Background: an optimization exercise with open tools, aiming at small area, a short achievable clock period and few clock cycles. Do not read the settings as production practice. RTL that was checked went through simulation tests only; none was proved equivalent to the original. The RTL of run 2 was laid out without a check of its function. Power is estimated from default activity; no workload was simulated.

File: flow/config.mk
export PLATFORM = sky130hd
export DESIGN_NAME = ndef_dec
export DESIGN_NICKNAME = ndef_dec
export VERILOG_FILES = /design/flow/design.v
export SDC_FILE = /design/flow/constraint.sdc
export NUM_CORES = 4
export LEC_CHECK = 0
export CAP_MARGIN = 20
export CORE_MARGIN = 2
export CORE_UTILIZATION = 50
export CTS_CLUSTER_DIAMETER = 90
export CTS_CLUSTER_SIZE = 24
export SLEW_MARGIN = 20
File: flow/constraint.sdc
create_clock -name core_clock -period 10.0 [get_ports {clk}]
set_input_delay 2.0000 -clock core_clock [delete_from_list [all_inputs] [get_ports {clk}]]
set_output_delay 2.0000 -clock core_clock [all_outputs]
set_load 0.01 [all_outputs]
File: flow/design.v
module ndef_dec (
    input  wire        clk,
    input  wire        rst,           
    input  wire        req,
    input  wire [7:0]  op,
    input  wire [7:0]  arg,
    output wire        busy,
    output reg         done,
    output reg  [2:0]  res,
    output reg  [3:0]  cause,
    output reg         badtxt,
    output wire [15:0] tb_len,
    output wire [15:0] txt_off,
    output wire [15:0] txt_len,
    output wire [15:0] idx,
    input  wire [15:0] rd_addr,
    output wire [7:0]  rd_data
);
    localparam CAP = 128;
    localparam [7:0] OP_DEC   = 8'h30;
    localparam [7:0] OP_TBCLR = 8'h40;
    localparam [7:0] OP_TBAPP = 8'h41;
    localparam [2:0] R_OK        = 3'd1;
    localparam [2:0] R_FOUND     = 3'd4;
    localparam [2:0] R_NOT_FOUND = 3'd5;
    localparam [2:0] R_REFUSED   = 3'd6;
    localparam [3:0] C_NONE       = 4'd0;
    localparam [3:0] C_CAP        = 4'd5;
    localparam [3:0] C_END        = 4'd7;
    localparam [3:0] C_TERMINATOR = 4'd8;
    localparam [3:0] C_TRUNCATED  = 4'd9;
    localparam [3:0] C_ILLEGAL_OP = 4'd10;
    localparam [3:0] M_T    = 4'd0,     
                     M_HDR  = 4'd1,     
                     M_RS   = 4'd2,     
                     M_L    = 4'd3,     
                     M_LX1  = 4'd4,     
                     M_LX2  = 4'd5,     
                     M_TL   = 4'd6,     
                     M_PL1  = 4'd7,     
                     M_PL4A = 4'd8,     
                     M_PL4B = 4'd9,
                     M_PL4C = 4'd10,
                     M_PL4D = 4'd11,    
                     M_ID   = 4'd12,    
                     M_TCHK = 4'd13,    
                     M_LANG = 4'd14,    
                     M_TXT  = 4'd15;    
    reg [CAP*8-1:0] ring;
    reg [6:0] rot;
    reg       rot_x01;               
    reg [6:0] ofs;                   
    reg [7:0] len;                   
    reg       busy_r;
    reg       wpend;                 
    wire      full = len[7];
    assign tb_len = {8'd0, len};
    assign busy   = busy_r;
    wire acc    = req && !busy_r;
    wire is_clr = acc && (op == OP_TBCLR);
    wire is_app = acc && (op == OP_TBAPP);
    wire is_dec = acc && (op == OP_DEC);
    wire app_ok = is_app && !full;
    reg        pend;                 
    reg [7:0]  pb;                   
    wire       ofs1    = (ofs == 7'd1);         
    wire       ofs2    = (ofs == 7'd2);
    wire       inj     = wpend && ofs1;
    wire [7:0] slot0   = inj ? pb : ring[7:0];
    always @(posedge clk)
        ring <= {slot0, ring[CAP*8-1:8]};
    wire [6:0] ra_g = rd_addr[6:0] & rot;
    wire [6:0] ra_p = rd_addr[6:0] ^ rot;
    wire [6:0] ra_c;                 
    assign ra_c[0] = 1'b0;
    assign ra_c[1] = ra_g[0];
    assign ra_c[2] = ra_g[1] | (ra_p[1] & ra_g[0]);
    assign ra_c[3] = ra_g[2] | (ra_p[2] & ra_c[2]);
    assign ra_c[4] = ra_g[3] | (ra_p[3] & ra_g[2]) | (ra_p[3] & ra_p[2] & ra_c[2]);
    assign ra_c[5] = ra_g[4] | (ra_p[4] & ra_c[4]);
    assign ra_c[6] = ra_g[5] | (ra_p[5] & ra_g[4]) | (ra_p[5] & ra_p[4] & ra_c[4]);
    wire [6:0] ra = {ra_p[6:2] ^ ra_c[6:2], rd_addr[1] ^ (rd_addr[0] ? rot_x01 : rot[1]), ra_p[0]};
    wire [CAP*8-1:0] rview = {ring[CAP*8-1:8], slot0};
    reg  [7:0] rd_lo, rd_hi;
    reg        rd_sel;
    always @(posedge clk) begin
        rd_lo  <= rview[ra[5:0]*8 +: 8];
        rd_hi  <= rview[512 + ra[5:0]*8 +: 8];
        rd_sel <= ra[6];
    end
    assign rd_data = rd_sel ? rd_hi : rd_lo;
    reg [3:0]  mode;
    reg        fin;                  
    reg        found;
    reg [7:0]  np;                   
    reg        t_fe, t_03;           
    reg        lhi_nz;               
    reg [7:0]  msgend;               
    reg        h_me, h_sr, h_il, h_tnf1;
    reg        tl1;                  
    reg [8:0]  rend;                 
    reg [7:0]  pl;                   
    reg        pl_big;               
    reg [7:0]  p2;                   
    reg        s_badtxt;
    wire [7:0] b   = pb;
    wire [7:0] p1  = len;
    wire [8:0] np1 = {1'b0, np} + 9'd1;
    wire       hit = pend && !fin && (np1 == {1'b0, len});
    wire       rs_hdr = !h_me && (np < msgend);
    wire       as_t   = (mode == M_T) || (mode == M_RS && !rs_hdr);
    wire       as_hdr = (mode == M_HDR) || (mode == M_RS && rs_hdr);
    wire [8:0] rend_inc  = rend + 9'd1 + ((mode == M_PL4A || mode == M_PL4B || mode == M_PL4C) ? 9'd0 : {1'b0, b});
    wire [8:0] rend_next = {rend_inc[8] | rend[8], rend_inc[7:0]};
    wire       s_nob     = (mode == M_PL1) || (mode == M_PL4D);
    wire       s_cin     = s_nob || (mode == M_ID);
    wire [8:0] psum      = {1'b0, p1} + {1'b0, s_nob ? 8'd0 : b} + {8'd0, s_cin};
    wire [7:0] psum_s    = {psum[8] | psum[7], psum[6:0]};
    wire [8:0] tsum      = {1'b0, pl} + {1'b0, ~b};
    reg [3:0]  n_mode;
    reg        n_fin, n_found;
    reg [7:0]  n_np;
    reg        n_t_fe, n_t_03, n_lhi_nz;
    reg [7:0]  n_msgend;
    reg        n_me, n_sr, n_il, n_tnf1, n_tl1;
    reg [8:0]  n_rend;
    reg [7:0]  n_pl, n_p2;
    reg        n_pl_big, n_badtxt;
    reg        go_body;
    always @* begin
        n_mode = mode;  n_fin = fin;  n_found = found;  n_np = np;
        n_t_fe = t_fe;  n_t_03 = t_03;  n_lhi_nz = lhi_nz;
        n_msgend = msgend;
        n_me = h_me;  n_sr = h_sr;  n_il = h_il;  n_tnf1 = h_tnf1;  n_tl1 = tl1;
        n_rend = rend;  n_pl = pl;  n_p2 = p2;
        n_pl_big = pl_big;  n_badtxt = s_badtxt;
        go_body = 1'b0;
        if (hit) begin
            n_np = p1;
            if (as_t) begin
                n_t_fe = (b == 8'hFE);
                n_t_03 = (b == 8'h03);
                n_mode = (b != 8'h00) ? M_L : M_T;
            end else if (as_hdr) begin
                n_me   = b[6];
                n_sr   = b[4];
                n_il   = b[3];
                n_tnf1 = (b[2:0] == 3'd1);
                n_mode = M_TL;
            end else begin
                case (mode)
                M_L, M_LX2: begin
                    if (mode == M_L && b == 8'hFF) begin
                        n_mode = M_LX1;
                    end else begin
                        if (mode == M_LX2 && lhi_nz)
                            n_msgend = 8'hFF;
                        else
                            n_msgend = psum_s;
                        if (t_fe) begin
                            n_fin   = 1'b1;
                            n_found = 1'b0;
                        end else if (t_03) begin
                            n_mode = ((mode == M_LX2 && lhi_nz) || b != 8'h00) ? M_HDR : M_T;
                        end else begin
                            n_mode = M_T;
                            n_np   = (mode == M_LX2 && lhi_nz) ? 8'hFF : psum_s;
                        end
                    end
                end
                M_LX1: begin
                    n_lhi_nz = (b != 8'h00);
                    n_mode   = M_LX2;
                end
                M_TL: begin
                    n_rend   = psum;
                    n_tl1    = (b == 8'd1);
                    n_pl     = 8'd0;
                    n_pl_big = 1'b0;
                    n_mode   = h_sr ? M_PL1 : M_PL4A;
                end
                M_PL1, M_PL4D: begin
                    n_pl     = b;
                    n_pl_big = pl_big | (mode == M_PL4D && pl != 8'd0);
                    n_rend   = {rend_next[8] | (mode == M_PL4D && (pl_big || pl != 8'd0)), rend_next[7:0]};
                    n_p2     = psum_s;
                    if (h_il) n_mode = M_ID;
                    else      go_body = 1'b1;
                end
                M_PL4A, M_PL4B, M_PL4C: begin
                    n_pl     = b;
                    n_pl_big = pl_big | (pl != 8'd0);
                    n_rend   = rend_next;
                    n_mode   = mode + 4'd1;
                end
                M_ID: begin
                    n_rend  = rend_next;
                    n_p2    = psum_s;
                    go_body = 1'b1;
                end
                M_TCHK: begin
                    if (b == 8'h54) begin
                        n_np = p2;
                        if (pl == 8'd0 && !pl_big) begin
                            n_badtxt = 1'b1;
                            n_mode   = M_RS;
                        end else begin
                            n_mode = M_LANG;
                        end
                    end else begin
                        n_np   = {rend[8] | rend[7], rend[6:0]};
                        n_mode = M_RS;
                    end
                end
                M_LANG: begin
                    if (!pl_big && !tsum[8]) begin
                        n_badtxt = 1'b1;
                        n_np     = {rend[8] | rend[7], rend[6:0]};
                        n_mode   = M_RS;
                    end else begin
                        n_p2 = psum[7:0];                
                        n_pl = tsum[7:0];                
                        if (!pl_big && pl == 8'd1) begin
                            n_fin   = 1'b1;
                            n_found = 1'b1;
                        end else begin
                            n_mode = M_TXT;
                            n_np   = rend[8] ? 8'hFF : (rend[7:0] - 8'd1);
                        end
                    end
                end
                M_TXT: begin
                    n_fin   = 1'b1;
                    n_found = 1'b1;
                end
                default: ;
                endcase
            end
            if (go_body) begin
                if (h_tnf1 && tl1) begin
                    n_mode = M_TCHK;
                end else begin
                    n_np   = {n_rend[8] | n_rend[7], n_rend[6:0]};
                    n_mode = M_RS;
                end
            end
        end
    end
    wire txt_now  = hit && (mode == M_TXT);
    wire lang_now = hit && (mode == M_LANG) && !pl_big && (pl == 8'd1) && (b == 8'd0);
    reg [2:0] d_res;
    reg [3:0] d_cause;
    reg [7:0] d_idx, d_off, d_len;
    always @* begin
        d_idx = fin ? np : len;
        d_off = 8'd0;
        d_len = 8'd0;
        if (fin ? found : txt_now) begin
            d_off = p2;
            d_len = pl;
        end else if (lang_now) begin
            d_off = len;
        end
        if (n_fin) begin
            if (n_found) begin
                d_res   = R_FOUND;
                d_cause = C_NONE;
            end else begin
                d_res   = R_NOT_FOUND;
                d_cause = C_TERMINATOR;
            end
        end else begin
            d_res = R_NOT_FOUND;
            case (n_mode)
            M_T, M_HDR, M_RS:   d_cause = C_END;
            M_L, M_LX1, M_LX2:  d_cause = n_t_fe ? C_TERMINATOR : C_TRUNCATED;
            default:            d_cause = C_TRUNCATED;
            endcase
        end
    end
    reg [7:0] o_off, o_len, o_idx;
    assign txt_off = {8'd0, o_off};
    assign txt_len = {8'd0, o_len};
    assign idx     = {8'd0, o_idx};
    always @(posedge clk) begin
        if (rst) begin
            done   <= 1'b0;
            res    <= 3'd0;
            cause  <= 4'd0;
            badtxt <= 1'b0;
            len    <= 8'd0;
            o_off  <= 8'd0;
            o_len  <= 8'd0;
            o_idx  <= 8'd0;
            pend   <= 1'b0;
            wpend  <= 1'b0;
            busy_r <= 1'b0;
        end else begin
            pend   <= app_ok;
            wpend  <= app_ok || (wpend && !ofs1);
            busy_r <= (app_ok && !ofs1) || (wpend && !ofs1 && !ofs2);
            if (busy_r) begin
                if (ofs2)
                    done <= 1'b1;
            end else if (app_ok && !ofs1) begin
                done <= 1'b0;
            end else if (acc)
                done <= 1'b1;
            if (is_clr) begin
                len   <= 8'd0;
                res   <= R_OK;
                cause <= C_NONE;
            end else if (is_app) begin
                if (full) begin
                    res   <= R_REFUSED;
                    cause <= C_CAP;
                end else begin
                    len   <= len + 8'd1;
                    res   <= R_OK;
                    cause <= C_NONE;
                end
            end else if (is_dec) begin
                res    <= d_res;
                cause  <= d_cause;
                badtxt <= n_badtxt;
                o_off  <= d_off;
                o_len  <= d_len;
                o_idx  <= d_idx;
            end else if (acc) begin
                res   <= R_REFUSED;
                cause <= C_ILLEGAL_OP;
            end
        end
    end
    always @(posedge clk) begin
        if (!busy_r) begin
            pb <= arg;
        end
    end
    always @(posedge clk) begin
        if (rst || is_clr) begin
            rot     <= 7'd1;
            rot_x01 <= 1'b1;
            ofs     <= 7'd1;
        end else begin
            rot     <= rot - 7'd1;
            rot_x01 <= rot[1];       
            ofs <= app_ok ? ofs : ofs - 7'd1;
        end
    end
    always @(posedge clk) begin
        if (rst || is_clr) begin
            mode     <= M_T;
            fin      <= 1'b0;
            np       <= 8'd0;
            s_badtxt <= 1'b0;
        end else begin
            mode     <= n_mode;
            fin      <= n_fin;
            np       <= n_np;
            s_badtxt <= n_badtxt;
        end
    end
    always @(posedge clk) begin
        found   <= n_found;
        t_fe    <= n_t_fe;
        t_03    <= n_t_03;
        lhi_nz  <= n_lhi_nz;
        msgend  <= n_msgend;
        h_me    <= n_me;
        h_sr    <= n_sr;
        h_il    <= n_il;
        h_tnf1  <= n_tnf1;
        tl1     <= n_tl1;
        rend    <= n_rend;
        pl      <= n_pl;
        pl_big  <= n_pl_big;
        p2      <= n_p2;
    end
endmodule
File: flow/flow/run.sh
#!/bin/bash
# The standard layout (standard.sh, with its unchanged synthesis), with
# more timing-repair effort: repair_timing aims for 6.0 ns of setup slack,
# ports are buffered with buf_2, and the resizer may change a cell's footprint.
bash standard.sh SETUP_SLACK_MARGIN=6.0 MATCH_CELL_FOOTPRINT=0 \
    "BUFFER_PORTS_ARGS=-buffer_cell sky130_fd_sc_hd__buf_2" finish > standard.log 2>&1
File: flow/standard.sh
#!/bin/bash
# synth_recipe.tcl (not shown) runs the flow's synth.tcl, then flattens the netlist and writes it again
# the make line also repeats each setting of config.mk as NAME=value (left out here)
make -C /OpenROAD-flow-scripts/flow DESIGN_CONFIG=/design/flow/config.mk WORK_HOME=/design/flow/orfs CLKGATE_MAP_FILE= SYNTH_SCRIPT=/design/flow/synth_recipe.tcl "${@:-finish}"
==> results.yml, run 1 <==
placed_design:
  place.gp.congestion: 0.868
  place_inst: 3418
  dpl.hpwl_mm: 46.2
  io_buffer_count: 75
detailed_routing:
  detail-route-antenna-nets: 0
  totalWireLength_mm: 78.3
  drtPass1Iterations: 5
  vias: 19900
  drt_iter0_markers: 1332
  wire_per_inst_um: 22.2
  drc: 0
  vias_per_cell: 5.64
setup_path:
  critPathMaxStageDelay_ps: 780
  critical_path.slowest_cell: "fa_4"
  r2r_cells: 10
  critPathLaunchType: "input port"
  path_class: "in2reg"
  worstPathMaxFanout: 7
  startpoint: "rd_addr[1]"
  critical_path_arrival_ps: 4760
  r2r_setup_slack_ps: 6190
  r2r_end: "o_off[6]"
  critical_path_required_ps: 10500
  cp_cell_sequence: "buf_12 -> ha_4 -> a21o_1 -> fa_4 -> buf_12 -> buf_16 -> mux4_2 -> nand2_2 -> a22oi_2 -> mux4_2"
  endpoint_kind: "flip-flop"
  r2r_start: "np[0]"
global_routing:
  top_usage_layer: "met2"
  first_global_vias: 20400
  use_met1_pct: 29.5
  met2_usage_pct: 32.7
  antenna_found_initial: 0
  grtUsageMet3_pct: 2.90
  grt_remaining_overflow: 0
  grt_max_degree: 63
  grtUsageTotal_pct: 20.4
  grt_first_pass_wirelength_mm: 121
yosys:
  yosysMostFrequentCell: "dfxtp_1"
  yosys_most_used_dff: "dfxtp_1"
  syn_inst: 2480
  yosysTopAreaCell: "dfxtp_1"
  yosysSeqAreaShare_pct: 63.9
  syn_area_per_cell_um2: 15.0
  synth_top_cell_area_share_pct: 60.0
  yosysUniqueCellTypes: 78
  synthArstFlopShare_pct: 0
  synthTopCellsByCount: "1116 x dfxtp_1, 328 x mux4_2, 107 x nand2_1"
  syn_area_um2: 37300
  synth_edf_count: 49
  synth_area_leaders: "dfxtp_1 60%, mux4_2 20%, edfxtp_1 3.9%"
  synth_warnings: 1
  synth-seq-cells: 1165
job:
  maxCapViolCount: 0
cells_and_area:
  final_util_pct: 55.6
  finalNetCount: 2638
  drive_gt1_share_pct: 23.8
  area_delta_synth_final_pct: 10.5
  fillers: 5848
  layout.cells.non_filler: 3530
timing:
  max_freq_ghz: 0.235
  tightest_slew_ps: 955
  hold_viol_final: 0
  fin_crit_ps: 4260
  finalMaxSlewViolations: 0
  relSlewSlack_pct: 35.8
  hold_ws_ps: 339
  fin_crit_sh_pct: 42.6
  setup_viol: 0
  rsz0062_at_grt: "yes"
  finClkSkew_ps: 30.7
  setup_tns_ps: 0
floorplanning:
  die_w_um: 277
  num_rows: 100
  ios: 117
  dieArea_um2: 76700
  dieHeight_um: 277
  core_um2: 74100
  initial_core_util_pct: 50.3
hold_path:
  min_from: "ring[27]"
  hold_end: "ring[19]"
  hold_depth: 0
  hold_class: "reg2reg"
cts:
  clock-sinks: 1165
  clk_latency_ps: 650
  cts_tree: "done"
  clock_tree.root_cell: "clkbuf_16"
  clkTransAtPathRegs_ps: 100
  cts_made_buffers: 55
  htreeDepth: 2
  cts_max_path_buffers: 3
power:
  peakVddDrop_mv: 0.162
  power_uw: 8090
  p_leak_uw: 0.0155
  powerDensity_nw_per_um2: 197
status:
  outcome: "timing/DRC/antenna clean"
-- through the flow --
stage	setup slack, ps	cell area (um2)
after detailed placement	3670	38500
after CTS	5770	41000
final	5740	41200
after floorplan	5580	37600
after global routing	5710	41200
after global placement	3660	38500
-- layout by cell type, fill, tap and decap left out, types with 27 or more instances in the layout --
cell and count:
inv_1 46, xnor2_1 27, o21ai_0 50, buf_4 30, edfxtp_1 49, dfxtp_1 1113, clkbuf_16 69, a21oi_1 67
conb_1 32, nor2_1 84, nor3_1 35, mux4_2 328, ha_1 42, nand2_1 99, buf_2 74
-- critical path, delay by kind of cell --
kind | cells | cell delay [ps]
muxes | 2 | 960
and+or+nand+nor | 1 | 80
buffers and inverters | 3 | 430
AOI/OAI and AO/OA | 2 | 250
adders and majority gates | 2 | 980
-- flip-flops by register name, summed over array words and instances, names as in the netlist, 3 cells and up --
| register | cells |
|---|---|
| ring | 1024 |
| p2 | 8 |
| len | 8 |
| rend | 9 |
| mode | 4 |
| ofs | 7 |
| pl | 8 |
| msgend | 8 |
| pb | 8 |
| rd_hi | 8 |
| res | 3 |
| rot | 7 |
| o_off | 8 |
| np | 8 |
| o_idx | 8 |
| cause | 4 |
| o_len | 8 |
| rd_lo | 8 |
-- worst max-delay path by stage --
stage / end / slack, ps / depth (start not counted)
global route: rd_lo[6] / 5710 / 10
global placement: rd_lo[1] / 3660 / 9
floorplan: rd_lo[0] / 5580 / 8
finish: rd_lo[7] / 5740 / 10
detailed placement: rd_lo[1] / 3670 / 9
CTS: rd_lo[7] / 5770 / 10
-- final cells by class --
class / instances / area (um2) / area share, %
Sequential cell: 1165 / 23800 / 57.8
Multi-Input combinational cell: 1135 / 12900 / 31.4
Timing Repair Buffer: 146 / 1510 / 3.67
Clock buffer: 61 / 1420 / 3.45
Tap cell: 969 / 1210 / 2.94
Inverter: 47 / 180 / 0.437
Clock inverter: 6 / 83.8 / 0.204
Antenna cell: 1 / 2.50 / 0.00608
-- where the power goes --
group	switching (uW)	total [uW]	internal, uW
clock	1400	2430	1020
sequential	34.0	4720	4680
combinational	521	949	428
total	1960	8090	6130
-- layer usage --
metal | share of wire, % | vias up | wire, um
met5 | 0 | - | 0
met4 | 2.0 | 0 | 1590
met3 | 4.3 | 91 | 3350
met2 | 47 | 437 | 36600
met1 | 47 | 10200 | 36800
li1 | - | 9166 | -
-- logic make-up (layout without fill, tap and decap cells) --
kind of cell | after synthesis | after routing | synth area share (%)
flip-flops | 1165 | 1165 | 63.9
XOR/XNOR | 53 | 53 | 1.27
multiplexers | 364 | 364 | 20.8
other | 1 | 33 | 0.0101
adder cells (fa/ha/maj) | 53 | 53 | 1.90
buffers and inverters | 211 | 260 | 2.53
AND/OR/NAND/NOR | 351 | 351 | 4.54
AO/OA/AOI/OAI | 282 | 282 | 5.03
-- what timing repair did --
| action | CTS | global route |
|---|---|---|
| hold buffers | 0 | 0 |
| buffers inserted | 20 | 6 |
| endpoints found under the setup margin | 52 | 41 |
| pin swaps | 13 | 5 |
| resized for setup | 94 | 26 |
| gates cloned | 16 | 2 |
Testbench counts, summed over its fixed seeds: cycles 15,689.
==> run 2, diff against run 1 <==
--- a/flow/design.v
+++ b/flow/design.v
@@ -49,6 +49,8 @@
     reg [CAP*8-1:0] ring;
     reg [6:0] rot;
     reg       rot_x01;               
+    reg [6:2] rot_n;                 
+    wire [6:0] rot_dec = rot - 7'd1;
     reg [6:0] ofs;                   
     reg [7:0] len;                   
     reg       busy_r;
@@ -79,7 +81,8 @@
     assign ra_c[4] = ra_g[3] | (ra_p[3] & ra_g[2]) | (ra_p[3] & ra_p[2] & ra_c[2]);
     assign ra_c[5] = ra_g[4] | (ra_p[4] & ra_c[4]);
     assign ra_c[6] = ra_g[5] | (ra_p[5] & ra_g[4]) | (ra_p[5] & ra_p[4] & ra_c[4]);
-    wire [6:0] ra = {ra_p[6:2] ^ ra_c[6:2], rd_addr[1] ^ (rd_addr[0] ? rot_x01 : rot[1]), ra_p[0]};
+    wire [6:2] ra_hi = rd_addr[6:2] ^ ((ra_c[6:2] & rot_n[6:2]) | (~ra_c[6:2] & rot[6:2]));
+    wire [6:0] ra = {ra_hi, rd_addr[1] ^ (rd_addr[0] ? rot_x01 : rot[1]), ra_p[0]};
     wire [CAP*8-1:0] rview = {ring[CAP*8-1:8], slot0};
     reg  [7:0] rd_lo, rd_hi;
     reg        rd_sel;
@@ -340,10 +343,12 @@
     always @(posedge clk) begin
         if (rst || is_clr) begin
             rot     <= 7'd1;
+            rot_n   <= 5'h1F;
             rot_x01 <= 1'b1;
             ofs     <= 7'd1;
         end else begin
-            rot     <= rot - 7'd1;
+            rot     <= rot_dec;
+            rot_n   <= ~rot_dec[6:2];
             rot_x01 <= rot[1];       
             ofs <= app_ok ? ofs : ofs - 7'd1;
         end
==> results.yml, run 2 <==
status:
  outcome: "timing/DRC/antenna clean"
yosys:
  synthTopCellsByCount: "1121 x dfxtp_1, 256 x mux4_2, 137 x nor2_1"
  yosysTopAreaCell: "dfxtp_1"
  yosysMostFrequentCell: "dfxtp_1"
  syn_area_per_cell_um2: 14.1
  yosys_most_used_dff: "dfxtp_1"
  syn_inst: 2704
  synth_warnings: 1
  synth_top_cell_area_share_pct: 59.0
  synth_edf_count: 49
  syn_area_um2: 38000
  synthArstFlopShare_pct: 0
  yosysUniqueCellTypes: 86
  synth_area_leaders: "dfxtp_1 59%, mux4_2 15%, edfxtp_1 3.9%"
  yosysSeqAreaShare_pct: 62.9
  synth-seq-cells: 1170
detailed_routing:
  drc: 0
  wire_per_inst_um: 22.5
  totalWireLength_mm: 84.5
  vias: 21400
  vias_per_cell: 5.69
  drtPass1Iterations: 5
  detail-route-antenna-nets: 0
  drt_iter0_markers: 1553
setup_path:
  worstPathMaxFanout: 6
  r2r_start: "np[2]"
  r2r_end: "cause[1]"
  critPathLaunchType: "input port"
  endpoint_kind: "flip-flop"
  critical_path.most_common_cell: "buf_12"
  r2r_setup_slack_ps: 6160
  critical_path_arrival_ps: 4500
  r2r_cells: 10
  critPathMaxStageDelay_ps: 500
  cp_cell_sequence: "buf_12 -> ha_4 -> a21o_4 -> mux2i_4 -> xnor2_4 -> buf_12 -> buf_16 -> buf_8 -> mux4_2 -> mux2i_1 -> nor2_1 -> a211oi_2 -> a211oi_1"
  critical_path.slowest_cell: "mux4_2"
  critical_path_required_ps: 10510
  path_class: "in2reg"
cts:
  htreeDepth: 2
  cts.hold.buffers_added: 0
  clock_tree.root_cell: "clkbuf_16"
  cts_max_path_buffers: 3
  cts_made_buffers: 56
  clk_latency_ps: 650
  clock-sinks: 1170
  cts_tree: "done"
  clkTransAtPathRegs_ps: 90
timing:
  setup_tns_ps: 0
  fin_crit_ps: 3990
  finClkSkew_ps: 18.2
  max_freq_ghz: 0.251
  hold_viol_final: 0
  finalMaxSlewViolations: 0
  fin_crit_sh_pct: 39.9
  rsz0062_at_grt: "yes"
  relSlewSlack_pct: 32.7
  tightest_slew_ps: 1010
  setup_viol: 0
  hold_ws_ps: 340
global_routing:
  grt_remaining_overflow: 0
  grtUsageTotal_pct: 21.5
  antenna_found_initial: 1
  first_global_vias: 22100
  grt_max_degree: 65
  grt_first_pass_wirelength_mm: 130
power:
  powerDensity_nw_per_um2: 200
  power_uw: 8340
  peakVddDrop_mv: 0.186
  p_leak_uw: 0.0160
cells_and_area:
  reg_top3: "ring x1024, rend x9"
  mostFrequentLayoutCell: "dfxtp_1"
  seqCellArea_um2: 23900
  area_delta_synth_final_pct: 9.88
  multiInputGateArea_um2: 13400
  final_area_um2: 41800
  regMostFlops: "ring"
  layout_common_cells: "1115 x dfxtp_1, 256 x mux4_2, 135 x nor2_1"
  final_util_pct: 55.3
  largest_reg_flops: 1024
  fillers: 6174
  finalNetCount: 2852
  antenna_cells: 0
  drive_gt1_share_pct: 21.7
floorplanning:
  dieHeight_um: 280
  dieArea_um2: 78300
  die_w_um: 280
  num_rows: 101
  initial_core_util_pct: 50.3
  core_um2: 75600
  ios: 117
placed_design:
  io_buffer_count: 75
  place.gp.congestion: 0.906
  dpl.hpwl_mm: 48.6
  place_area_um2: 39200
job:
  maxCapViolCount: 0
hold_path:
  hold_class: "reg2reg"
  min_from: "ring[629]"
  hold_depth: 0
  hold_end: "ring[621]"
run 2: cell count changes after synthesis, sizes merged, moves of 9 or more:
cell	previous run	this run
inv	46	56
clkbuf	96	85
and2	6	19
a31oi	24	15
mux2i	26	93
a21oi	69	99
mux2	10	57
nand2	107	94
a211oi	16	63
nor2	87	138
nor2b	10	39
buf	68	92
mux4	328	256
run 2: repair_timing:
action / in CTS / in global routing
pin swaps: 5 / 9
gates resized for setup: 59 / 32
gates cloned: 13 / 2
buffers inserted: 27 / 11
endpoints found under the setup margin: 46 / 25
run 2: cell type report:
cell class,instances,area share [%]
Sequential cell,1170,57.3
Clock buffer,59,3.38
Multi-Input combinational cell,1333,32.1
Clock inverter,9,0.320
Tap cell,978,2.93
Timing Repair Buffer,149,3.51
Inverter,56,0.515
run 2: cell families (layout without fill, tap and decap cells):
family,after synthesis,in the layout,share of synthesized area (%)
flops,1170,1170,62.9
other cells,1,32,0.00986
fa+ha+maj,51,51,1.76
buf+inv,233,273,2.94
simple gates,429,429,5.48
compound gates,364,364,6.48
xor+xnor,50,51,1.15
mux,406,406,19.3
run 2: worst max path at each step:
stage                     startpoint        to  slack, ps  depth (start not counted)
after floorplan           rd_addr[1]  rd_lo[6]       5870                         10
after global placement    rd_addr[1]  rd_lo[1]       3750                         12
after detailed placement  rd_addr[1]  rd_lo[1]       3790                         12
after CTS                 rd_addr[1]  rd_lo[3]       6010                         12
after global routing      rd_addr[2]  rd_lo[3]       5940                         11
final                     rd_addr[1]  rd_lo[0]       6010                         13
run 2: critical path: cells and delay by family:
kind | cells | cell delay, ps
multiplexers | 3 | 870
AND/OR/NAND/NOR | 1 | 70
XOR/XNOR | 1 | 320
AO/OA/AOI/OAI | 3 | 450
adder cells (fa/ha/maj) | 1 | 200
buffers and inverters | 4 | 570
run 2: layer usage:
metal	wire length [um]	global-route usage, %	part of all wire, %	vias to the layer above
met2	40700	35.9	48	412
met5	0	0	0	-
met4	2040	5.98	2.4	0
met1	39000	29.8	46	10900
met3	2810	2.42	3.3	110
li1	-	-	-	9884
run 2: stage by stage:
step	setup slack, ps	std cells
after global routing	5940	3754
after CTS	6010	3741
after floorplan	5870	2735
final	6010	3754
after detailed placement	3790	3633
after global placement	3750	3633
run 2: where the power goes:
part	switching [uW]	total, uW	internal, uW
registers	41.5	4770	4730
clock network	1430	2480	1050
logic	645	1080	436
==> run 3, diff against run 2 <==
--- a/flow/design.v
+++ b/flow/design.v
@@ -108,8 +108,8 @@
     reg        s_badtxt;
     wire [7:0] b   = pb;
     wire [7:0] p1  = len;
-    wire [8:0] np1 = {1'b0, np} + 9'd1;
-    wire       hit = pend && !fin && (np1 == {1'b0, len});
+    wire [7:0] lm1 = len - 8'd1;              
+    wire       hit = pend && !fin && (np == lm1);
     wire       rs_hdr = !h_me && (np < msgend);
     wire       as_t   = (mode == M_T) || (mode == M_RS && !rs_hdr);
     wire       as_hdr = (mode == M_HDR) || (mode == M_RS && rs_hdr);
==> results.yml, run 3 <==
cells_and_area:
  finalNetCount: 2896
  antenna_cells: 0
  fillers: 6103
  final_util_pct: 55.7
  layout_common_cells: "1116 x dfxtp_1, 256 x mux4_2, 241 x nand2_1"
  area_delta_synth_final_pct: 9.80
  drive_gt1_share_pct: 19.4
  reg_top3: "ring x1024, rend x9"
  mostFrequentLayoutCell: "dfxtp_1"
  regMostFlops: "ring"
  largest_reg_flops: 1024
power:
  peakVddDrop_mv: 0.145
  power_uw: 8470
  p_leak_uw: 0.0158
  powerDensity_nw_per_um2: 204
cts:
  clock_tree.root_cell: "clkbuf_16"
  cts_made_buffers: 55
  clock-sinks: 1170
  clk_latency_ps: 660
  cts_max_path_buffers: 3
  cts_tree: "done"
  clkTransAtPathRegs_ps: 90
  htreeDepth: 2
timing:
  rsz0062_at_grt: "yes"
  hold_ws_ps: 339
  max_freq_ghz: 0.253
  hold_viol_final: 0
  finClkSkew_ps: 17.0
  fin_crit_sh_pct: 39.6
  fin_crit_ps: 3960
  relSlewSlack_pct: 35.9
  finalMaxSlewViolations: 0
  setup_tns_ps: 0
  setup_viol: 0
  tightest_slew_ps: 962
yosys:
  yosysSeqAreaShare_pct: 63.1
  yosysUniqueCellTypes: 86
  yosysTopAreaCell: "dfxtp_1"
  synthTopCellsByCount: "1121 x dfxtp_1, 256 x mux4_2, 242 x nand2_1"
  syn_inst: 2772
  synth_top_cell_area_share_pct: 59.3
  yosysMostFrequentCell: "dfxtp_1"
  synth_warnings: 1
  synthArstFlopShare_pct: 0
  yosys_most_used_dff: "dfxtp_1"
  synth_edf_count: 49
  synth_area_leaders: "dfxtp_1 59%, mux4_2 15%, edfxtp_1 3.9%"
  syn_area_per_cell_um2: 13.7
  synth-seq-cells: 1170
  syn_area_um2: 37900
placed_design:
  dpl.hpwl_mm: 48.6
  io_buffer_count: 75
  place.gp.congestion: 0.908
detailed_routing:
  detail-route-antenna-nets: 0
  totalWireLength_mm: 90.0
  drtPass1Iterations: 5
  wire_per_inst_um: 23.7
  drc: 0
  drt_iter0_markers: 1455
  vias_per_cell: 5.74
  vias: 21700
setup_path:
  critPathMaxStageDelay_ps: 350
  path_class: "in2reg"
  r2r_cells: 11
  critical_path_required_ps: 10560
  critical_path_arrival_ps: 4510
  cp_cell_sequence: "buf_8 -> ha_4 -> a21o_1 -> a21o_1 -> a21o_1 -> a21o_1 -> mux2i_4 -> xnor2_4 -> buf_12 -> a311oi_1 -> a21o_1 -> a22o_1"
  endpoint_kind: "flip-flop"
  critical_path.most_common_cell: "a21o_1"
  critical_path.slowest_cell: "xnor2_4"
  worstPathMaxFanout: 8
  critPathLaunchType: "input port"
global_routing:
  grt_remaining_overflow: 0
  grt_max_degree: 65
  antenna_found_initial: 1
  grt_first_pass_wirelength_mm: 134
  grtUsageTotal_pct: 22.2
  first_global_vias: 22500
floorplanning:
  dieHeight_um: 279
  die_w_um: 279
  ios: 117
  num_rows: 100
  dieArea_um2: 78000
  core_um2: 74700
  initial_core_util_pct: 50.7
hold_path:
  hold_depth: 0
  hold_class: "reg2reg"
status:
  outcome: "timing/DRC/antenna clean"
job:
  maxCapViolCount: 0
-- run 3: cell type report --
class	instances	area (um2)	share of cell area [%]
Multi-Input combinational cell	1393	13300	32.1
Inverter	51	199	0.478
Sequential cell	1170	23900	57.5
Tap cell	969	1210	2.92
Timing Repair Buffer	139	1390	3.33
Clock buffer	61	1430	3.44
Clock inverter	6	76.3	0.184
-- run 3: cell families after synthesis --
family / Yosys count / synth area share [%]
buf+inv: 241 / 2.94
mux: 313 / 16.9
fa+ha+maj: 51 / 1.76
simple gates: 538 / 6.63
flops: 1170 / 63.1
other cells: 1 / 0.00990
compound gates: 400 / 7.30
xor+xnor: 58 / 1.34
-- run 3: worst max-delay path: cells and delay by family --
| family | cells | cell delay, ps |
|---|---|---|
| fa+ha+maj | 1 | 200 |
| mux | 1 | 240 |
| compound gates | 7 | 1350 |
| buf+inv | 2 | 360 |
| xor+xnor | 1 | 350 |
-- run 3: worst paths after layout --
path	end	slack [ps]	start
setup / recovery	rd_lo[4]	6040	rd_addr[1]
hold / removal	ring[675]	340	ring[683]
setup reg to reg	o_off[0]	6170	len[0]
hold reg to reg	ring[675]	340	ring[683]
-- run 3: report_power, final --
group | internal [uW] | switching [uW] | total [uW] | leakage [uW]
Clock | 1030 | 1420 | 2450 | 0.000739
Combinational | 454 | 785 | 1240 | 0.00553
Sequential | 4730 | 44.5 | 4780 | 0.00948
Total | 6210 | 2250 | 8470 | 0.0158
-- run 3: layer usage --
metal	wire length, um	track usage (%)
met5	0	0
met3	3530	2.35
met1	42500	32.3
met2	42200	35.9
met4	1780	5.25
-- run 3: what timing repair did --
| item | 4_1_cts | 5_1_grt |
|---|---|---|
| setup buffers | 11 | 9 |
| hold buffers | 0 | 0 |
| gates resized for setup | 65 | 49 |
| pin swaps | 4 | 12 |
| endpoints found under the setup margin | 93 | 41 |
| cloned | 12 | 10 |
-- run 3: through the flow --
stage	instances	worst slack [ps]	area (um2)
2_1_floorplan	2803	5940	38300
3_3_place_gp	3680	4440	39000
3_5_place_dp	3680	4410	39000
4_1_cts	3770	6000	41100
5_1_grt	3789	5980	41600
6_report	3789	6040	41600
Testbench counts of run 3, summed over its fixed seeds: cycles 15,689.
==> run 4, diff against run 3 <==
--- a/flow/config.mk
+++ b/flow/config.mk
@@ -8,6 +8,7 @@
 export CAP_MARGIN = 20
 export CORE_MARGIN = 2
 export CORE_UTILIZATION = 50
+export CTS_BUF_LIST = sky130_fd_sc_hd__clkbuf_8 sky130_fd_sc_hd__clkbuf_16
 export CTS_CLUSTER_DIAMETER = 90
 export CTS_CLUSTER_SIZE = 24
 export SLEW_MARGIN = 20
==> results.yml, run 4 <==
status:
  outcome: "timing/DRC/antenna clean"
yosys:
  synth_area_leaders: "dfxtp_1 59%, mux4_2 15%, edfxtp_1 3.9%"
  syn_area_um2: 37900
  synthTopCellsByCount: "1121 x dfxtp_1, 256 x mux4_2, 242 x nand2_1"
  synth_top_cell_area_share_pct: 59.3
  synth-seq-cells: 1170
  yosysUniqueCellTypes: 86
  yosys_most_used_dff: "dfxtp_1"
  syn_inst: 2772
  synth_edf_count: 49
  synth_warnings: 1
  yosysTopAreaCell: "dfxtp_1"
  yosysMostFrequentCell: "dfxtp_1"
  syn_area_per_cell_um2: 13.7
  yosysSeqAreaShare_pct: 63.1
  synthArstFlopShare_pct: 0
timing:
  finClkSkew_ps: 16.6
  hold_ws_ps: 338
  setup_tns_ps: 0
  max_freq_ghz: 0.254
  relSlewSlack_pct: 35.7
  tightest_slew_ps: 965
  setup_viol: 0
  finalMaxSlewViolations: 0
  rsz0062_at_grt: "yes"
  fin_crit_ps: 3940
  hold_viol_final: 0
  fin_crit_sh_pct: 39.4
  finalWorstSetupSlack_ps: 6060
cells_and_area:
  seqCellArea_um2: 23900
  layout_common_cells: "1116 x dfxtp_1, 256 x mux4_2, 241 x nand2_1"
  multiInputGateArea_um2: 13300
  finalNetCount: 2900
  mostFrequentLayoutCell: "dfxtp_1"
  regMostFlops: "ring"
  reg_top3: "ring x1024, rend x9"
  fillers: 6105
  largest_reg_flops: 1024
  antenna_cells: 0
  area_delta_synth_final_pct: 9.79
  drive_gt1_share_pct: 19.3
cts:
  clock_tree.root_cell: "clkbuf_16"
  cts_made_buffers: 55
  htreeDepth: 2
  cts_tree: "done"
  cts.hold.buffers_added: 0
  clock-sinks: 1170
  cts_max_path_buffers: 3
  clk_latency_ps: 660
  clkTransAtPathRegs_ps: 90
job:
  maxCapViolCount: 0
setup_path:
  path_class: "in2reg"
  worstPathMaxFanout: 15
  cp_cell_sequence: "buf_2 -> ha_4 -> a21o_1 -> mux2i_4 -> xor2_4 -> buf_6 -> buf_16 -> mux4_2 -> mux2i_1 -> a21oi_1 -> a22o_1"
  critical_path.slowest_cell: "mux2i_4"
  endpoint_kind: "flip-flop"
  critical_path_required_ps: 10550
  critical_path_arrival_ps: 4490
  critPathMaxStageDelay_ps: 410
  critPathLaunchType: "input port"
detailed_routing:
  vias_per_cell: 5.72
  detail-route-antenna-nets: 0
  totalWireLength_mm: 89.3
  drt_iter0_markers: 1458
  drc: 0
  wire_per_inst_um: 23.5
  drtPass1Iterations: 5
  vias: 21700
floorplanning:
  dieHeight_um: 279
  die_w_um: 279
  ios: 117
  num_rows: 100
  initial_core_util_pct: 50.7
  core_um2: 74700
  dieArea_um2: 78000
power:
  peakVddDrop_mv: 0.145
  p_leak_uw: 0.0158
  powerDensity_nw_per_um2: 203
global_routing:
  grtUsageTotal_pct: 22.2
  first_global_vias: 22500
  grt_remaining_overflow: 0
  antenna_found_initial: 1
  grt_first_pass_wirelength_mm: 134
  grt_max_degree: 65
placed_design:
  io_buffer_count: 75
  dpl.hpwl_mm: 48.6
  place.gp.congestion: 0.908
  pre_cts_ws_ps: 4410
hold_path:
  hold_class: "reg2reg"
[run 4: changes by cell type in the layout (fill, tap and decap cells not counted)]
cell	before	now
mux2i_2	1	2
buf_8	5	2
a311oi_1	21	26
buf_2	74	75
buf_12	8	12
clkbuf_16	70	69
buf_4	21	24
inv_1	50	54
mux2i_1	36	35
a311oi_2	5	1
a311oi_4	1	0
clkbuf_1	4	0
[run 4: cell families after synthesis]
kind of cell    count (synthesis)  synth area share, %
flops                        1170                 63.1
mux                           313                 16.9
simple gates                  538                 6.63
compound gates                400                 7.30
fa+ha+maj                      51                 1.76
buf+inv                       241                 2.94
xor+xnor                       58                 1.34
other cells                     1              0.00990
[run 4: cell type report]
cell class              count  area share [%]
flip-flops and latches   1170            57.5
multi-input cells        1393            32.0
repair buffers            143            3.42
clock buffers              57            3.40
well taps                 969            2.92
inverters                  51           0.478
clock inverters            10           0.220
[run 4: final timing paths]
kind / start / end / slack (ps) / cells after the start
max reg2reg: mode[3] / np[7] / 6170 / 16
min reg2reg: ring[683] / ring[675] / 340 / 0
min: ring[683] / ring[675] / 340 / 0
max: rd_addr[1] / rd_lo[5] / 6060 / 11
[run 4: power by group]
group	total (uW)	switching (uW)	internal, uW	leakage (uW)
logic	1230	774	459	0.00554
registers	4780	43.9	4730	0.00948
clock network	2450	1420	1020	0.000756
total	8460	2240	6220	0.0158
[run 4: routing by layer]
metal	vias up	routed length (um)	track usage, %
li1	10000	-	-
met1	11100	42400	32.3
met2	443	41900	35.9
met3	100	3230	2.35
met4	0	1740	5.28
met5	-	0	0
[run 4: per-stage QoR]
step / total power [uW] / utilization, % / cells / instance area, um2
5_1_grt: 8770 / 55.7 / 3793 / 41600
4_1_cts: 8410 / 55.0 / 3770 / 41100
3_3_place_gp: 5830 / 52.2 / 3680 / 39000
2_1_floorplan: 5540 / - / 2803 / 38300
3_5_place_dp: 5840 / 52.2 / 3680 / 39000
6_report: 8460 / 55.7 / 3793 / 41600
[run 4: critical path: cells and delay by family]
kind | cells | cell delay [ps]
AOI/OAI and AO/OA | 3 | 570
muxes | 3 | 870
adders and majority gates | 1 | 270
buffers and inverters | 3 | 570
xor gates and xnor gates | 1 | 190
[run 4: timing repair]
action	CTS	global route
pin swaps	3	3
resized for setup	65	42
endpoints found under the setup margin	93	44
buffers inserted	11	14
cloned	12	9
==> run 5, diff against run 4 <==
--- a/flow/config.mk
+++ b/flow/config.mk
@@ -7,8 +7,7 @@
 export LEC_CHECK = 0
 export CAP_MARGIN = 20
 export CORE_MARGIN = 2
-export CORE_UTILIZATION = 50
-export CTS_BUF_LIST = sky130_fd_sc_hd__clkbuf_8 sky130_fd_sc_hd__clkbuf_16
+export CORE_UTILIZATION = 60
 export CTS_CLUSTER_DIAMETER = 90
-export CTS_CLUSTER_SIZE = 24
+export CTS_CLUSTER_SIZE = 28
 export SLEW_MARGIN = 20
==> results.yml, run 5 <==
global_routing:
  grtUsageMet3_pct: 3.81
  top_usage_layer: "met2"
  met2_usage_pct: 40.6
  grt_max_degree: 66
  first_global_vias: 22100
  grt_remaining_overflow: 0
  grtUsageTotal_pct: 25.2
  antenna_found_initial: 2
  grt_first_pass_wirelength_mm: 126
  use_met1_pct: 36.0
detailed_routing:
  drt_iter0_markers: 1523
  totalWireLength_mm: 82.8
  wire_per_inst_um: 22.7
  vias: 21500
  drc: 0
  drtPass1Iterations: 5
  vias_per_cell: 5.90
  detail-route-antenna-nets: 0
floorplanning:
  initial_core_util_pct: 60.4
  dieHeight_um: 255
  dieArea_um2: 65100
  die_w_um: 255
  core_um2: 62700
  num_rows: 92
  ios: 117
power:
  peakVddDrop_mv: 0.181
  comb_power_share_pct: 14.0
  power_uw: 8280
  powerDensity_nw_per_um2: 201
  switching_share_pct: 26.0
  p_leak_uw: 0.0156
  power_frac_seq_pct: 57.7
  power_frac_clock_pct: 28.3
  internal_power_uw: 6130
  switching_power_uw: 2150
setup_path:
  r2r_cells: 16
  critPathLaunchType: "input port"
  worstPathMaxFanout: 64
  path_class: "in2reg"
  critical_path_arrival_ps: 4590
  endpoint_kind: "flip-flop"
  critical_path_required_ps: 10580
  r2r_setup_slack_ps: 6140
yosys:
  yosysTopAreaCell: "dfxtp_1"
  yosys.area_share.adder_pct: 1.76
  synthTopCellsByCount: "1121 x dfxtp_1, 256 x mux4_2, 242 x nand2_1"
  synth_edf_count: 49
  synth-simple-area-share_pct: 6.63
  yosysMostFrequentCell: "dfxtp_1"
  yosysSeqAreaShare_pct: 63.1
  synth_compound_area_share_pct: 7.30
  syn_area_um2: 37900
  synth_area_leaders: "dfxtp_1 59%, mux4_2 15%, edfxtp_1 3.9%"
  synthMuxAreaShare_pct: 16.9
  yosys_most_used_dff: "dfxtp_1"
  yosysUniqueCellTypes: 86
  synthArstFlopShare_pct: 0
  synth-seq-cells: 1170
  synth_top_cell_area_share_pct: 59.3
  syn_inst: 2772
  synth_top_family_by_area: "multiplexers"
  synth_warnings: 1
  synthXorXnorAreaFrac_pct: 1.34
  syn_area_per_cell_um2: 13.7
cts:
  cts_max_path_buffers: 3
  cts_tree: "done"
  clock-sinks: 1170
  htreeDepth: 2
  clkTransAtPathRegs_ps: 100
  clock_tree.root_cell: "clkbuf_16"
  cts_made_buffers: 49
  cts.hold.buffers_added: 0
  clk_latency_ps: 640
timing:
  max_freq_ghz: 0.249
  finClkSkew_ps: 23.1
  setup_viol: 0
  setup_tns_ps: 0
  relSlewSlack_pct: 29.1
  rsz0062_at_grt: "yes"
  fin_crit_sh_pct: 40.1
  finalMaxSlewViolations: 0
  hold_viol_final: 0
  fin_crit_ps: 4010
  tightest_slew_ps: 1060
cells_and_area:
  fillers: 4632
  mostFrequentLayoutCell: "dfxtp_1"
  regMostFlops: "ring"
  drive_gt1_share_pct: 19.1
  reg_top3: "ring x1024, rend x9"
  layout_common_cells: "1117 x dfxtp_1, 256 x mux4_2, 242 x nand2_1"
  area_delta_synth_final_pct: 8.85
  finalNetCount: 2882
  largest_reg_flops: 1024
  layout.cells.non_filler: 3652
placed_design:
  place_inst: 3556
  place.gp.congestion: 0.922
  dpl.hpwl_mm: 48.2
  io_buffer_count: 75
hold_path:
  hold_depth: 0
  hold_class: "reg2reg"
job:
  maxCapViolCount: 0
status:
  outcome: "timing/DRC/antenna clean"
run 5: cell counts after synthesis:
No cell type changed its count.
run 5: path summary, 6_finish.rpt:
kind,to,from
min,ring[76],ring[84]
max,rd_lo[2],rd_addr[0]
max reg2reg,np[7],mode[0]
min reg2reg,ring[76],ring[84]
run 5: cell families after synthesis:
| group | Yosys count |
|---|---|
| flops | 1170 |
| simple gates | 538 |
| compound gates | 400 |
| mux | 313 |
| buf+inv | 241 |
| xor+xnor | 58 |
| fa+ha+maj | 51 |
| other cells | 1 |
run 5: per-layer routing:
layer / part of all wire (%) / routed length [um]
met2: 47 / 38900
met3: 5.3 / 4400
met5: 0 / 0
met4: 2.1 / 1740
met1: 46 / 37700
run 5: layout make-up:
| type | instances | area [um2] | share of cell area, % |
|---|---|---|---|
| clock inverter | 6 | 108 | 0.261 |
| sequential | 1170 | 23900 | 58.0 |
| clock buffer | 54 | 1290 | 3.12 |
| tap | 846 | 1060 | 2.57 |
| multi-input combinational | 1393 | 13300 | 32.4 |
| inverter | 51 | 199 | 0.483 |
| antenna | 1 | 2.50 | 0.00607 |
| timing repair buffer | 131 | 1310 | 3.17 |
run 5: power groups by stage:
| stage | sequential, uW | clock (uW) | combinational [uW] |
|---|---|---|---|
| 2_1_floorplan | 4860 | 0 | 685 |
| 3_3_place_gp | 4880 | 0 | 935 |
| 3_5_place_dp | 4880 | 0 | 942 |
| 4_1_cts | 4780 | 2390 | 1090 |
| 5_1_grt | 4780 | 2550 | 1240 |
| 6_report | 4780 | 2340 | 1160 |
run 5: stage by stage:
stage | hold WS, ps | instance area, um2 | utilization [%] | setup WS (ps)
detailed placement | 331 | 38900 | 61.9 | 4160
floorplan | 326 | 38300 | - | 5940
global route | 341 | 41200 | 65.7 | 5920
global placement | 328 | 38800 | 61.9 | 4180
CTS | 341 | 40900 | 65.2 | 5950
finish | 345 | 41200 | 65.7 | 5990
run 5: worst max-delay path, stage by stage:
cell      delay [ps]
buf_2            170
mux2i_4          330
xnor2_4          170
buf_4            190
buf_6            600
mux4_2           340
nand2_1           60
a311oi_1         450
a21o_1           130
a22o_1           110
run 5: timing repair:
action / CTS / global route
endpoints found under the hold margin: 0 / 0
pin swaps: 4 / 13
setup endpoints to repair: 78 / 46
gates resized for setup: 76 / 40
cloned: 10 / 5
setup buffers: 12 / 8
==> run 6, diff against run 5 <==
--- a/flow/config.mk
+++ b/flow/config.mk
@@ -7,7 +7,7 @@
 export LEC_CHECK = 0
 export CAP_MARGIN = 20
 export CORE_MARGIN = 2
-export CORE_UTILIZATION = 60
-export CTS_CLUSTER_DIAMETER = 90
-export CTS_CLUSTER_SIZE = 28
+export CORE_UTILIZATION = 50
+export CTS_CLUSTER_DIAMETER = 100
+export CTS_CLUSTER_SIZE = 30
 export SLEW_MARGIN = 20
==> results.yml, run 6 <==
power:
  switching_power_uw: 2190
  switching_share_pct: 26.6
  peakVddDrop_mv: 0.133
  internal_power_uw: 6060
  comb_power_share_pct: 14.6
  power_frac_clock_pct: 27.5
  p_leak_uw: 0.0156
  powerDensity_nw_per_um2: 200
  power_frac_seq_pct: 57.9
detailed_routing:
  drc: 0
  wire_per_inst_um: 23.4
  totalWireLength_mm: 88.2
  detail-route-antenna-nets: 0
  vias_per_cell: 5.72
  drt_iter0_markers: 1358
  drtPass1Iterations: 5
  vias: 21600
setup_path:
  startpoint: "rd_addr[1]"
  r2r_setup_slack_ps: 6170
  r2r_end: "o_off[0]"
  crit_cells: 10
  cp-endpoint: "rd_lo[5]"
  worstPathMaxFanout: 15
  r2r_start: "len[0]"
  r2r_cells: 11
  critPathBufInv: 2
  path_class: "in2reg"
  endpoint_kind: "flip-flop"
  cp_cell_sequence: "buf_2 -> ha_4 -> a21o_1 -> mux2i_4 -> xnor2_4 -> clkbuf_16 -> mux4_2 -> mux2i_1 -> a21oi_1 -> a22o_1"
  critical_path.slowest_cell: "mux2i_4"
  critPathMaxStageDelay_ps: 400
  critPathLaunchType: "input port"
  path_delay_family: "multiplexers"
  critical_path_arrival_ps: 4480
  critical_path_required_ps: 10530
placed_design:
  place.gp.congestion: 0.908
  place_inst: 3680
  io_buffer_count: 75
  place_area_um2: 39000
  dpl.hpwl_mm: 48.6
cells_and_area:
  largest_reg_flops: 1024
  mostFrequentLayoutCell: "dfxtp_1"
  layout_common_cells: "1116 x dfxtp_1, 256 x mux4_2, 242 x nand2_1"
  area_delta_synth_final_pct: 9.05
  final_area_um2: 41300
  finalNetCount: 2882
  regMostFlops: "ring"
  multiInputGateArea_um2: 13300
  fillers: 6129
  drive_gt1_share_pct: 18.9
  layout.cells.non_filler: 3774
  antenna_cells: 0
  reg_top3: "ring x1024, rend x9"
  seqCellArea_um2: 23900
global_routing:
  grt_first_pass_wirelength_mm: 133
  use_met1_pct: 32.1
  antenna_found_initial: 0
  top_usage_layer: "met2"
  grtUsageMet3_pct: 2.60
  met2_usage_pct: 35.6
  first_global_vias: 22400
  grt_remaining_overflow: 0
  grtUsageTotal_pct: 22.0
  grt_max_degree: 65
yosys:
  synth_warnings: 1
  yosysUniqueCellTypes: 86
  yosysMostFrequentCell: "dfxtp_1"
  syn_area_um2: 37900
  syn_inst: 2772
  synth_top_cell_area_share_pct: 59.3
  yosys_most_used_dff: "dfxtp_1"
  synthArstFlopShare_pct: 0
  syn_area_per_cell_um2: 13.7
  yosysSeqAreaShare_pct: 63.1
  synthTopCellsByCount: "1121 x dfxtp_1, 256 x mux4_2, 242 x nand2_1"
  synth-seq-cells: 1170
  synth_edf_count: 49
  synth_area_leaders: "dfxtp_1 59%, mux4_2 15%, edfxtp_1 3.9%"
  yosysTopAreaCell: "dfxtp_1"
cts:
  htreeDepth: 2
  cts_made_buffers: 46
  cts_max_path_buffers: 3
  clock_tree.root_cell: "clkbuf_16"
  cts_tree: "done"
  clk_latency_ps: 640
  clkTransAtPathRegs_ps: 100
  clock-sinks: 1170
floorplanning:
  dieHeight_um: 279
  dieArea_um2: 78000
  initial_core_util_pct: 50.7
  die_w_um: 279
  core_um2: 74700
  num_rows: 100
  ios: 117
timing:
  fin_crit_ps: 3950
  setup_tns_ps: 0
  finClkSkew_ps: 24.8
  tightest_slew_ps: 981
  fin_crit_sh_pct: 39.5
  relSlewSlack_pct: 34.6
  setup_viol: 0
  max_freq_ghz: 0.253
  rsz0062_at_grt: "yes"
  finalMaxSlewViolations: 0
  hold_viol_final: 0
status:
  outcome: "timing/DRC/antenna clean"
hold_path:
  hold_class: "reg2reg"
job:
  maxCapViolCount: 0
## run 6: repair_timing
action,4_1_cts,5_1_grt
gates resized for setup,64,49
hold buffers,0,0
setup endpoints to repair,93,51
buffers inserted,11,6
gates cloned,12,8
pin swaps,3,2
## run 6: area by class of cell
type | count | share of cell area (%)
tap | 969 | 2.94
timing repair buffer | 134 | 3.21
clock inverter | 8 | 0.254
multi-input combinational | 1393 | 32.3
sequential | 1170 | 57.9
inverter | 51 | 0.482
clock buffer | 49 | 2.87
## run 6: metal layers
layer,vias up,wire (um)
met5,-,0
met4,0,1610
met3,97,3490
met2,440,41300
met1,11100,41700
li1,10000,-
## run 6: logic make-up (layout without fill, tap and decap cells)
family	after synthesis	in the layout	share of synthesized area, %
simple gates	538	538	6.63
other cells	1	32	0.00990
flops	1170	1170	63.1
compound gates	400	400	7.30
xor+xnor	58	59	1.34
fa+ha+maj	51	51	1.76
mux	313	313	16.9
buf+inv	241	242	2.94
## run 6: power groups by stage
stage	Combinational (uW)	Clock [uW]	Sequential (uW)
6_report	1210	2260	4780
5_1_grt	1270	2490	4790
4_1_cts	1110	2330	4780
3_5_place_dp	949	0	4890
3_3_place_gp	947	0	4890
2_1_floorplan	685	0	4860
## run 6: stage by stage
stage | total power (uW) | setup slack, ps | hold slack [ps] | utilization (%)
floorplan | 5540 | 5940 | 326 | -
CTS | 8230 | 5990 | 343 | 54.7
global route | 8560 | 5910 | 352 | 55.3
finish | 8250 | 6050 | 345 | 55.3
detailed placement | 5840 | 4410 | 331 | 52.2
global placement | 5830 | 4440 | 327 | 52.2
## run 6: how the worst min path moves through the flow
stage	start	endpoint	slack (ps)	cells after the start
global placement	ring[52]	ring[44]	330	0
finish	ring[809]	ring[801]	350	0
floorplan	ring[1008]	ring[1000]	330	0
global route	ring[997]	ring[989]	350	0
detailed placement	ring[211]	ring[203]	330	0
CTS	ring[439]	ring[431]	340	0
## run 6: worst register-to-register path: cells and delay by family, from the launching register on
family	cells	cell delay (ps)
compound gates	3	1330
xor+xnor	1	160
fa+ha+maj	1	370
buf+inv	2	460
flops	1	480
simple gates	4	890
==> run 7, diff against run 6 <==
==> flow/flow/run.sh (replaced) <==
#!/bin/bash
# The standard layout (standard.sh, with its unchanged synthesis), with
# more timing-repair effort: repair_timing aims for 6.25 ns of setup slack,
# ports are buffered with buf_2, and the resizer may change a cell's footprint.
bash standard.sh SETUP_SLACK_MARGIN=6.25 MATCH_CELL_FOOTPRINT=0 \
    "BUFFER_PORTS_ARGS=-buffer_cell sky130_fd_sc_hd__buf_2" finish > standard.log 2>&1
==> results.yml, run 7 <==
yosys:
  synth-seq-cells: 1170
  syn_area_um2: 37900
  yosysSeqAreaShare_pct: 63.1
  yosys_most_used_dff: "dfxtp_1"
  yosysTopAreaCell: "dfxtp_1"
  synth_edf_count: 49
  syn_inst: 2772
  synth_area_leaders: "dfxtp_1 59%, mux4_2 15%, edfxtp_1 3.9%"
  synth_top_cell_area_share_pct: 59.3
  yosysMostFrequentCell: "dfxtp_1"
  syn_area_per_cell_um2: 13.7
  synthTopCellsByCount: "1121 x dfxtp_1, 256 x mux4_2, 242 x nand2_1"
  synthArstFlopShare_pct: 0
  yosysUniqueCellTypes: 86
  synth_warnings: 1
cts:
  cts_tree: "done"
  cts_made_buffers: 46
  cts_max_path_buffers: 3
  htreeDepth: 2
  clock_tree.root_cell: "clkbuf_16"
  clock-sinks: 1170
  cts.hold.buffers_added: 0
  clk_latency_ps: 630
  clkTransAtPathRegs_ps: 110
floorplanning:
  num_rows: 100
  dieArea_um2: 78000
  ios: 117
  dieHeight_um: 279
  initial_core_util_pct: 50.7
  core_um2: 74700
  die_w_um: 279
cells_and_area:
  layout_common_cells: "1113 x dfxtp_1, 256 x mux4_2, 240 x nand2_1"
  fillers: 5923
  multiInputGateArea_um2: 13800
  final_util_pct: 57.7
  finalNetCount: 2960
  regMostFlops: "ring"
  largest_reg_flops: 1024
  area_delta_synth_final_pct: 13.8
  seqCellArea_um2: 23900
  reg_top3: "ring x1024, rend x9"
  drive_gt1_share_pct: 24.1
  mostFrequentLayoutCell: "dfxtp_1"
detailed_routing:
  drtPass1Iterations: 5
  vias: 22400
  wire_per_inst_um: 25.1
  drt_iter0_markers: 1785
  detail-route-antenna-nets: 0
  drc: 0
  totalWireLength_mm: 96.8
  vias_per_cell: 5.81
timing:
  tightest_slew_ps: 1120
  finalMaxSlewViolations: 0
  setup_viol: 0
  relSlewSlack_pct: 24.8
  fin_crit_sh_pct: 38.7
  setup_tns_ps: 0
  max_freq_ghz: 0.259
  rsz0062_at_grt: "yes"
  hold_viol_final: 0
  fin_crit_ps: 3870
  finClkSkew_ps: 23.5
placed_design:
  place.gp.congestion: 0.877
  dpl.hpwl_mm: 48.0
  io_buffer_count: 75
global_routing:
  grt_first_pass_wirelength_mm: 142
  first_global_vias: 22700
  grt_remaining_overflow: 0
  grt_max_degree: 69
  antenna_found_initial: 1
  grtUsageTotal_pct: 24.2
power:
  p_leak_uw: 0.0164
  peakVddDrop_mv: 0.152
  powerDensity_nw_per_um2: 204
setup_path:
  endpoint_kind: "flip-flop"
  worstPathMaxFanout: 7
  critical_path_required_ps: 10570
  path_class: "in2reg"
  r2r_setup_slack_ps: 6390
  critical_path_arrival_ps: 4440
  critPathLaunchType: "input port"
hold_path:
  hold_class: "reg2reg"
status:
  outcome: "timing/DRC/antenna clean"
job:
  maxCapViolCount: 0
==> run 7: per-stage QoR <==
step           hold slack (ps)  total power [uW]  std cells  instance area (um2)  setup slack [ps]
2_1_floorplan              326              5570       2803                38500              5960
3_5_place_dp               331              5840       3679                39100              4150
3_3_place_gp               328              5840       3679                39100              4170
6_report                   328              8780       3854                43100              6130
5_1_grt                    320              9060       3853                43100              6090
4_1_cts                    323              8600       3812                42100              6190
==> run 7: final timing paths <==
| check | start | endpoint | depth (start not counted) |
|---|---|---|---|
| max | rd_addr[1] | rd_hi[2] | 15 |
| min | ring[721] | ring[713] | 0 |
| max reg2reg | mode[0] | np[7] | 16 |
| min reg2reg | ring[721] | ring[713] | 0 |
==> run 7: kinds of logic (layout without fill, tap and decap cells) <==
logic type | Yosys count | count (layout) | share of synthesized area [%]
xor gates and xnor gates | 58 | 58 | 1.34
adders and majority gates | 51 | 51 | 1.76
and+or+nand+nor | 538 | 538 | 6.63
other | 1 | 33 | 0.00990
buffers and inverters | 241 | 322 | 2.94
AOI/OAI and AO/OA | 400 | 400 | 7.30
muxes | 313 | 313 | 16.9
DFF | 1170 | 1170 | 63.1
==> run 7: report_power, final <==
group | switching, uW | internal (uW) | leakage (uW) | total [uW]
sequential | 47.7 | 4740 | 0.00949 | 4780
combinational | 970 | 728 | 0.00624 | 1700
clock | 1420 | 882 | 0.000632 | 2300
total | 2440 | 6350 | 0.0164 | 8780
==> run 7: critical path: stages <==
cell and delay, ps:
buf_8 100, ha_4 240, a21o_1 150, buf_6 120, mux2i_4 240, buf_6 140, xor2_4 200, buf_6 130
buf_12 150, clkbuf_16 230, and2_4 160, a211oi_2 40, a311oi_1 280, a31oi_1 80, a21oi_1 140
==> run 7: what timing repair did <==
item / in CTS / in global routing
pin swaps: 27 / 70
endpoints found under the setup margin: 98 / 50
cloned: 36 / 10
buffers inserted: 39 / 31
resized for setup: 161 / 95
==> run 7: routing by layer <==
metal | up-vias | track usage [%] | part of all wire, %
met3 | 114 | 3.77 | 5.2
li1 | 10200 | - | -
met4 | 2 | 6.67 | 2.0
met1 | 11600 | 35.0 | 46
met5 | - | 0 | 0.013
met2 | 557 | 38.0 | 46
==> run 7: cell type report <==
| type | instances | share of cell area (%) |
|---|---|---|
| Inverter | 51 | 0.473 |
| Timing Repair Buffer | 213 | 6.08 |
| Sequential cell | 1170 | 55.5 |
| Tap cell | 969 | 2.81 |
| Multi-Input combinational cell | 1392 | 32.1 |
| Clock inverter | 6 | 0.241 |
| Clock buffer | 52 | 2.77 |
| Antenna cell | 1 | 0.00581 |
==> run 8, diff against run 7 <==
==> flow/flow/run.sh (replaced) <==
#!/bin/bash
# The standard layout (standard.sh, with its unchanged synthesis), with
# more timing-repair effort: repair_timing aims for 6.5 ns of setup slack,
# ports are buffered with buf_2, and the resizer may change a cell's footprint.
bash standard.sh SETUP_SLACK_MARGIN=6.5 MATCH_CELL_FOOTPRINT=0 \
    "BUFFER_PORTS_ARGS=-buffer_cell sky130_fd_sc_hd__buf_2" finish > standard.log 2>&1
--- a/flow/config.mk
+++ b/flow/config.mk
@@ -8,6 +8,6 @@
 export CAP_MARGIN = 20
 export CORE_MARGIN = 2
 export CORE_UTILIZATION = 50
-export CTS_CLUSTER_DIAMETER = 100
-export CTS_CLUSTER_SIZE = 30
+export CTS_CLUSTER_DIAMETER = 90
+export CTS_CLUSTER_SIZE = 24
 export SLEW_MARGIN = 20
==> results.yml, run 8 <==
cells_and_area:
  largest_reg_flops: 1024
  seqCellArea_um2: 23900
  layout.cells.non_filler: 3917
  area_delta_synth_final_pct: 17.0
  mostFrequentLayoutCell: "dfxtp_1"
  layout_common_cells: "1109 x dfxtp_1, 256 x mux4_2, 238 x nand2_1"
  final_area_um2: 44300
  finalNetCount: 3023
  regMostFlops: "ring"
  multiInputGateArea_um2: 14000
  fillers: 5792
power:
  powerDensity_nw_per_um2: 206
  switching_power_uw: 2570
  comb_power_share_pct: 20.4
  switching_share_pct: 28.0
  peakVddDrop_mv: 0.134
  internal_power_uw: 6580
floorplanning:
  num_rows: 100
  dieHeight_um: 279
  initial_core_util_pct: 50.7
  ios: 117
  dieArea_um2: 78000
  core_um2: 74700
detailed_routing:
  wire_per_inst_um: 26.7
  vias: 23000
  drc: 0
  drtPass1Iterations: 6
  drt_iter0_markers: 1853
cts:
  cts_made_buffers: 56
  htreeDepth: 2
  clock-sinks: 1170
  cts.hold.buffers_added: 0
  clkTransAtPathRegs_ps: 90
  cts_tree: "done"
setup_path:
  critPathBufInv: 4
  r2r_setup_slack_ps: 6560
  path_class: "in2reg"
  critical_path_required_ps: 10550
  worstPathMaxFanout: 6
  endpoint_kind: "flip-flop"
  critical_path_arrival_ps: 4410
  critical_path.slowest_cell: "a22o_1"
  path_delay_family: "compound AO/OA/AOI/OAI gates"
hold_path:
  hold_class: "reg2reg"
timing:
  tightest_slew_ps: 1110
  hold_ws_ps: 338
  fin_crit_ps: 3860
  finalWorstSetupSlack_ps: 6140
  fin_crit_sh_pct: 38.6
  rsz0062_at_grt: "yes"
  finalMaxSlewViolations: 0
  finClkSkew_ps: 15.2
  hold_viol_final: 0
  setup_viol: 0
status:
  outcome: "timing/DRC/antenna clean"
yosys:
  syn_area_um2: 37900
  synth-seq-cells: 1170
  syn_inst: 2772
  yosys_most_used_dff: "dfxtp_1"
  synth_top_cell_area_share_pct: 59.3
  synthArstFlopShare_pct: 0
  yosysUniqueCellTypes: 86
  synth_edf_count: 49
  yosysTopAreaCell: "dfxtp_1"
global_routing:
  grt_remaining_overflow: 0
  grt_first_pass_wirelength_mm: 153
  grtUsageTotal_pct: 26.7
  antenna_found_initial: 3
placed_design:
  io_buffer_count: 75
  place_area_um2: 39100
  dpl.hpwl_mm: 48.0
==> run 8: cell counts after synthesis <==
No cell type changed its count.
==> run 8: worst paths after layout <==
path | end | startpoint | cells past startpoint
setup reg to reg | np[7] | mode[0] | 17
hold / removal | ring[633] | ring[641] | 0
setup / recovery | rd_lo[2] | rd_addr[1] | 14
hold reg to reg | ring[633] | ring[641] | 0
==> run 8: area by class of cell <==
class / count / share of cell area [%]
clock buffers: 63 / 3.29
clock inverters: 6 / 0.200
inverters: 51 / 0.477
multi-input cells: 1392 / 31.5
flip-flops and latches: 1170 / 54.0
well taps: 969 / 2.74
repair buffers: 265 / 7.72
repair inverters: 1 / 0.0198
==> run 8: metal layers <==
layer	global-route usage [%]	vias to the layer above	part of all wire, %
met5	0	-	0.012
met2	41.3	803	45
met3	6.10	178	7.7
met1	37.1	11700	44
li1	-	10300	-
met4	9.07	2	3.1
==> run 8: power by group through the flow <==
stage	clock network, uW	logic (uW)	registers, uW
global placement	0	956	4890
global route	2730	1920	4780
floorplan	0	713	4860
detailed placement	0	954	4890
CTS	2560	1740	4770
finish	2510	1870	4770
==> run 8: cell families (layout without fill, tap and decap cells) <==
group / after synthesis / count (layout) / synth area share (%)
muxes: 313 / 313 / 16.9
DFF: 1170 / 1170 / 63.1
buffers and inverters: 241 / 386 / 2.94
adders and majority gates: 51 / 51 / 1.76
AOI/OAI and AO/OA: 400 / 400 / 7.30
other: 1 / 32 / 0.00990
and+or+nand+nor: 538 / 538 / 6.63
xor gates and xnor gates: 58 / 58 / 1.34
==> run 8: metrics by stage <==
stage / total power [uW] / util [%]
final: 9150 / 59.3
after CTS: 9070 / 58.3
after global routing: 9430 / 59.3
after global placement: 5840 / 52.3
after detailed placement: 5840 / 52.3
after floorplan: 5570 / -
==> run 8: timing repair <==
| action | CTS | global route |
|---|---|---|
| gates resized for setup | 263 | 74 |
| endpoints found under the setup margin | 129 | 42 |
| setup buffers | 70 | 36 |
| endpoints found under the hold margin | 0 | 0 |
| pin swaps | 38 | 48 |
| cloned | 61 | 6 |

Setup slack of run 8, layout unchanged: 6.136 ns with ideal ports, 6.159 ns with driving cells assumed (clock clkbuf_16, inputs buf_2), 5.443 ns with port delays also shifted by the 0.716 ns mid clock arrival.
